Source: an optimization exercise on an open RTL-to-GDS flow (aim: small area, a short achievable clock period and few clock cycles per item). Production flows keep margins and buffers that such runs may drop. Function was checked by simulation only, so behaviour that the tests miss may differ from the original. No activity file was given, so power comes from the tool's default toggle rates.

### flow/config.mk
export PLATFORM = sky130hd
export DESIGN_NAME = oqpsk_mod
export DESIGN_NICKNAME = oqpsk_mod
export VERILOG_FILES = /design/flow/design.v
export SDC_FILE = /design/flow/constraint.sdc
export NUM_CORES = 4
export LEC_CHECK = 0
export CAP_MARGIN = 20
export CORE_MARGIN = 2
export CORE_UTILIZATION = 40
export SLEW_MARGIN = 20
### flow/constraint.sdc
create_clock -name core_clock -period 22.0 [get_ports {clk}]
set_input_delay 4.4000 -clock core_clock [delete_from_list [all_inputs] [get_ports {clk}]]
set_output_delay 4.4000 -clock core_clock [all_outputs]
set_load 0.01 [all_outputs]
### flow/design.v
module amp_mul_s1 (
    input  wire [31:0] t,
    output wire [25:0] p_hi,     
    output wire        p_st      
);
    wire [23:0] m = {(t[30:23] != 8'd0), t[22:0]};
    wire [47:0] p = m * 24'hB504F3;
    assign p_hi = p[47:22];
    assign p_st = |p[21:0];
endmodule
module amp_mul_s2 (
    input  wire [7:0]  et,       
    input  wire [25:0] p_hi,     
    input  wire        p_st,     
    output wire [30:0] y         
);
    wire        top   = p_hi[25];                    
    wire        big   = (et[7:1] != 7'd0);           
    wire        shl   = !top && big;                 
    wire [22:0] mant  = shl ? p_hi[23:1] : p_hi[24:2];
    wire        guard = shl ? p_hi[0]    : p_hi[1];
    wire        stk   = p_st | (!shl && p_hi[0]);
    wire [7:0]  e     = top ? et : (big ? et - 8'd1 : 8'd0);
    wire        rnd   = guard & (stk | mant[0]);
    assign y = {e, mant} + {30'd0, rnd};
endmodule
module oqpsk_mod (
    input  wire        clk,
    input  wire        rst,
    input  wire        cmd_valid,
    output wire        cmd_ready,
    input  wire [1:0]  cmd_op,
    input  wire [7:0]  cmd_arg,
    input  wire [31:0] cmd_data,
    output reg         out_valid,
    input  wire        out_ready,
    output reg  [31:0] out_i,
    output reg  [31:0] out_q
);
    localparam        NTAPS   = 24;
    localparam [1:0] OP_CONFIG = 2'd0;
    localparam [1:0] OP_TAP    = 2'd1;
    localparam [1:0] OP_BYTE   = 2'd2;
    reg        r_v;
    reg [1:0]  r_op;
    reg [7:0]  r_arg;
    reg [31:0] r_data;
    reg        rdy;
    assign cmd_ready = rdy;
    wire acc = cmd_valid && rdy;
    reg [3:0]  s_m1;         
    reg [3:0]  h;            
    reg        busy;
    reg [7:0]  sym;          
    reg [1:0]  pair;
    reg [3:0]  k;            
    reg [4:0]  kq;           
    reg [3:0]  e_sm1;        
    reg [3:0]  e_h;          
    reg [31:0] prod [0:NTAPS-1];
    wire adv       = !out_valid || out_ready;
    wire produce   = busy && adv;
    wire last_k    = (k == e_sm1);
    wire last_pair = (pair == 2'd3);
    wire finishing = produce && last_k && last_pair;
    wire r_byte  = (r_op == OP_BYTE);
    wire r_tap   = (r_op == OP_TAP);
    wire r_tapw  = r_tap && (r_arg < NTAPS);
    wire [4:0] e_top = {1'b0, e_sm1} + {1'b0, e_h};
    wire tap_safe = !busy || (last_pair && ({1'b0, k} > r_arg[4:0]))
                          || (r_arg[4:0] > e_top);
    wire start   = r_v && r_byte && (!busy || finishing);
    wire r_cons  = r_byte ? start : (!r_tapw || tap_safe);
    wire r_take  = r_v && r_cons;
    wire       n_v    = acc || (r_v && !r_cons);
    wire [1:0] n_op   = acc ? cmd_op : r_op;
    wire [7:0] n_arg  = acc ? cmd_arg : r_arg;
    wire n_simple = (n_op == OP_CONFIG) || (n_op == 2'd3) ||
                    (n_op == OP_TAP && !(n_arg < NTAPS));
    wire idle_pred = !busy && !(r_v && r_byte);
    wire rdy_d = !n_v || n_simple || idle_pred;
    wire [25:0] m_phi;
    wire        m_pst;
    amp_mul_s1 u_s1 (.t(r_data), .p_hi(m_phi), .p_st(m_pst));
    reg        s1_v;
    reg [4:0]  s1_idx;
    reg        s1_sgn;
    reg [7:0]  s1_e;
    reg [25:0] s1_phi;
    reg        s1_pst;
    wire [30:0] m_y;
    amp_mul_s2 u_s2 (.et(s1_e), .p_hi(s1_phi), .p_st(s1_pst), .y(m_y));
    always @(posedge clk) begin
        s1_idx <= r_arg[4:0];
        s1_sgn <= r_data[31];
        s1_e   <= r_data[30:23];
        s1_phi <= m_phi;
        s1_pst <= m_pst;
        if (s1_v)
            prod[s1_idx] <= {s1_sgn, m_y};
    end
    wire ineg = sym[7] ^ sym[6];
    wire qneg = sym[7];
    wire [31:0] pi = prod[k];
    wire [31:0] pq = prod[kq];
    always @(posedge clk) begin
        if (rdy) begin
            r_op   <= cmd_op;
            r_arg  <= cmd_arg;
            r_data <= cmd_data;
        end
        if (r_v && r_op == OP_CONFIG) begin
            s_m1 <= r_arg[3:0];
            h    <= ({1'b0, r_arg[3:0]} + 5'd1) >> 1;
        end
        if (start) begin
            e_sm1 <= s_m1;
            e_h   <= h;
        end
        if (produce) begin
            out_i <= {pi[31] ^ ineg, pi[30:0]};
            out_q <= {pq[31] ^ qneg, pq[30:0]};
        end
        if (start) begin
            sym  <= r_arg;
            pair <= 2'd0;
            k    <= 4'd0;
            kq   <= {1'b0, h};
        end else if (produce) begin
            if (last_k) begin
                k    <= 4'd0;
                kq   <= {1'b0, e_h};
                pair <= pair + 2'd1;
                sym  <= {sym[5:0], 2'b00};
            end else begin
                k    <= k + 4'd1;
                kq   <= kq + 5'd1;
            end
        end
    end
    always @(posedge clk) begin
        if (rst) begin
            r_v       <= 1'b0;
            rdy       <= 1'b1;
            busy      <= 1'b0;
            out_valid <= 1'b0;
            s1_v      <= 1'b0;
        end else begin
            r_v  <= n_v;
            rdy  <= rdy_d;
            s1_v <= r_take && r_tapw;
            if (start)
                busy <= 1'b1;
            else if (finishing)
                busy <= 1'b0;
            if (produce)
                out_valid <= 1'b1;
            else if (out_ready)
                out_valid <= 1'b0;
        end
    end
endmodule
### flow/run.sh
#!/bin/bash
# synth_recipe.tcl (not shown) runs the flow's synth.tcl, then flattens the netlist and writes it again
# the make line also repeats each setting of config.mk as NAME=value (left out here)
make -C /OpenROAD-flow-scripts/flow DESIGN_CONFIG=/design/flow/config.mk WORK_HOME=/design/flow/orfs CLKGATE_MAP_FILE= SYNTH_SCRIPT=/design/flow/synth_recipe.tcl finish
==> run summary <==
registers in the layout, indices dropped and copies added, names as in the netlist, 2 cells and up, named ones only:
register	count
s1_phi	26
pair	2
out_i	32
h	4
s_m1	4
k	4
r_arg	8
sym	8
prod	768
kq	5
out_q	32
e_sm1	4
r_data	32
s1_e	8
e_h	4
r_op	2
s1_idx	5
through the flow:
stage	hold WS, ns	std cells	power [mW]
detailed placement	0.3336	4718	6.732
floorplan	0.3233	3007	5.657
finish	0.3356	4910	8.422
CTS	0.3261	4909	8.494
global route	0.3319	4910	9.109
global placement	0.3256	4718	6.736
placed cells by master, fill, tap and decap left out, types with 47 or more instances in the layout:
master	instances
sky130_fd_sc_hd__edfxtp_1	902
sky130_fd_sc_hd__mux4_2	384
sky130_fd_sc_hd__inv_1	338
sky130_fd_sc_hd__ha_1	275
sky130_fd_sc_hd__fa_1	194
sky130_fd_sc_hd__clkdlybuf4s50_1	111
sky130_fd_sc_hd__clkbuf_16	104
sky130_fd_sc_hd__a21oi_1	100
sky130_fd_sc_hd__nand2_1	87
sky130_fd_sc_hd__nor2_1	78
sky130_fd_sc_hd__buf_4	66
sky130_fd_sc_hd__dfxtp_1	51
sky130_fd_sc_hd__xnor2_1	50
sky130_fd_sc_hd__xor2_1	47
worst register-to-register path: cells and delay by family (launching register included):
kind / cells / cell delay [ns]
simple gates: 2 / 0.67
compound gates: 8 / 1.56
fa+ha+maj: 8 / 3.79
xor+xnor: 1 / 0.16
flops: 1 / 0.38
buf+inv: 3 / 0.14
worst paths after layout:
check / from / end / slack [ns] / cells after the start
setup / recovery: out_ready / sym[2] / 15.13 / 10
hold / removal: r_data[31] / s1_sgn / 0.34 / 0
setup reg to reg: r_data[28] / s1_phi[20] / 15.17 / 22
hold reg to reg: r_data[31] / s1_sgn / 0.34 / 0
power by group:
group          switching, mW  internal (mW)  leakage, nW  total, mW
sequential            0.0881           2.37         8.66       2.46
combinational           2.48           1.75         10.3       4.23
clock                  0.731           1.00         1.65       1.73
total                   3.30           5.12         20.6       8.42
cell type report:
cell class                      instances  area, um^2
Clock inverter                         67       704.4
Tap cell                             1650        2064
Clock buffer                          124        2678
Timing Repair Buffer                  180        1662
Sequential cell                       959       28240
Fill cell                           10812       68170
Multi-Input combinational cell       1590       20930
Inverter                              340        1277
logic make-up (layout without fill, tap and decap cells):
kind of cell,Yosys count,count (layout),share of synthesized area
AO/OA/AOI/OAI,245,245,0.03114
XOR/XNOR,101,101,0.01746
adder cells (fa/ha/maj),469,469,0.1445
buffers and inverters,458,711,0.03454
flip-flops,959,959,0.5571
multiplexers,439,439,0.1818
AND/OR/NAND/NOR,336,336,0.03351
routing by layer:
metal  routed length (um)  part of all wire  vias up  track usage
met5                    8          0.000067        -            0
met4                 2831             0.024        2      0.04754
met3                 6150             0.051      187      0.02880
met2                60670              0.51      710       0.3270
met1                50110              0.42    13920       0.2445
li1                     -                 -    11903            -
==> impl_results.rst <==
.. list-table::
   :header-rows: 1

   * - Metric
     - Value
   * - PwrDens
     - 146.3 nW/um^2
   * - Post-detailed-route via-to-cell ratio
     - 5.442
   * - Post-route standard cell area excluding fillers
     - 57560 um^2
   * - Post-layout minimum cycle time
     - 6.871 ns
   * - Total core area
     - 125700 um^2
   * - Buffer and inverter count on the worst path
     - 3
   * - Fin Setup TNS
     - 0 ns
   * - Crit Path Category
     - primary input to flop
   * - Worst Setup Slack, final
     - 15.13 ns
   * - Final number of setup-violating endpoints
     - 0
   * - RSZ-0062 raised after global routing
     - no
   * - Async set or reset register ratio after synthesis
     - 0
   * - Number of antenna violations at the first check in global routing
     - 3
   * - Leading post-synthesis cells by instance count
     - sky130_fd_sc_hd__edfxtp_1, sky130_fd_sc_hd__mux4_2, sky130_fd_sc_hd__inv_1, sky130_fd_sc_hd__ha_1, sky130_fd_sc_hd__fa_1
   * - Total wire length
     - 119800 um
   * - Skew-Pair Late Insertion Delay
     - 0.71 ns
   * - Setup Slack @ Placement
     - 14.33 ns
   * - Synthesized netlist cell count
     - 3007
   * - CP startpoint kind
     - primary input
   * - Actual transition at the worst max-transition pin
     - 1.057 ns
   * - Cell with the most instances on the worst path
     - sky130_fd_sc_hd__nand2_1
   * - Worst path cell trace
     - clkdlybuf4s50_1 -> nand2b_1 -> nand2_1 -> clkinv_2 -> and2_0 -> nand2_1 -> nand2_1 -> nand3_1 -> inv_2 -> or2_2
   * - Final Core Density
     - 0.4578
   * - Via total after detailed routing
     - 26722
   * - Number of enable flip-flop cells after synthesis
     - 902
   * - Clock-pin transition on the worst setup and hold timing paths
     - 0.05 ns
   * - TritonRoute pass-1 iters
     - 7
   * - Maximum fanout along the worst path
     - 28
   * - Global-route congestion overflow total
     - 0
   * - DPL Wire Length
     - 74450 um
   * - Critical-path cell with the highest stage delay
     - sky130_fd_sc_hd__clkinv_2
   * - Relative slew slack
     - 0.2952
   * - Worst path max stage delay
     - 0.61 ns
   * - Area growth, synth to finish
     - 13.59%
   * - Clock tree from TritonCTS
     - done
   * - Width of the die
     - 359.9 um
   * - Final weighted congestion of routability-driven global placement
     - 0.8062
   * - Clock tree buffer depth
     - 3
   * - Diode count
     - 0
   * - Layout cells sized above 1
     - 0.2113
   * - Fin. Hold Viols
     - 0
   * - Sequential-to-total area share from yosys stat
     - 0.5571
   * - Number of max-cap violations
     - 0
   * - Post-synthesis instance area
     - 50670 um^2
   * - Pin count of the biggest net entering global routing
     - 110
   * - Largest cells by area after synthesis
     - sky130_fd_sc_hd__edfxtp_1, sky130_fd_sc_hd__mux4_2, sky130_fd_sc_hd__fa_1
   * - Post-synth top area cell
     - sky130_fd_sc_hd__edfxtp_1
   * - Buffer count from post-CTS setup fixing
     - 0
   * - Port Buf Inserts
     - 111
   * - Number of different library cells in the post-synthesis netlist
     - 82
   * - Top-level port count
     - 112
   * - Crit path arrival time
     - 7.30 ns
   * - Die ar.
     - 129500 um^2
   * - Standby leakage power
     - 20.58 nW
   * - Total CTS buffers
     - 102
   * - Number of storage elements in the synthesis netlist
     - 959
   * - Overall global routing resource usage
     - 0.1873
   * - Initial core utilization
     - 0.4030
   * - Number of slew-limit violations in the final report
     - 0
   * - Remaining number of nets flagged by the antenna check after routing
     - 0
   * - Critical path required time
     - 22.43 ns
   * - Sinks on the clock net
     - 959
   * - Top flip-flop cell by instance count after synthesis
     - sky130_fd_sc_hd__edfxtp_1
   * - Number of DRC violations after detailed-routing iteration 0
     - 2214
   * - Highest Clock Rate
     - 0.1455 GHz
   * - Height of the die
     - 359.9 um
   * - Warnings, synthesis
     - 1
   * - H-Tree Depth
     - 3
   * - Most instantiated library cell after synthesis
     - sky130_fd_sc_hd__edfxtp_1
   * - Post_cts resized
     - 0
   * - Total placed instance area
     - 54160 um^2
   * - Vias in the first global route
     - 28323
   * - Average routed wire per standard cell
     - 24.39 um
   * - Net count of the mapped netlist
     - 3522
   * - Worst setup skew after layout
     - 0.04585 ns
   * - Share of the synthesized area in the top cell type
     - 0.5345
   * - Hold buffer count at CTS
     - 0
   * - Result of the run
     - timing/DRC/antenna clean
   * - Family with the most delay on the worst path
     - simple AND/OR/NAND/NOR gates
   * - DRC violations left
     - 0
   * - Global-route wire length before repair
     - 181100 um
   * - Syn_area_per_cell
     - 16.85 um^2
   * - Ratio of final minimum period to clock period
     - 0.3123
   * - Final nets
     - 3688
   * - Clock root buffer
     - sky130_fd_sc_hd__clkbuf_16
   * - Nature of the critical path endpoint
     - flop
   * - Kind of path behind the tightest hold check
     - flop to flop
   * - Rows
     - 130
   * - Peak supply drop
     - 141.5 uV
Testbench counts, summed over its fixed seeds: cycles 87,860, items 86,016.

==> what the ideal ports hide <==
Ports are ideal in the flow. The routed layout listed here was re-timed in OpenROAD.
Step 1 assumes that a clkbuf_16 drives the clock port and a buf_2 every other input.
Step 2, shift: input delay + t, output delay - t, t = (earliest + latest rising clock arrival at the registers) / 2. This alone moves slack from input paths to output paths.
Three values: ideal ports, drivers, drivers and shift; two values: the first two.
shift t [ns]: 0.758
setup slack, ns: 15.129 / 15.173 / 14.415
cell pins on the clock port's net: 1
After both steps setup and hold are still met in this run. The setup slack of this run moves by +0.044 ns with the drivers and by -0.714 ns with both steps.
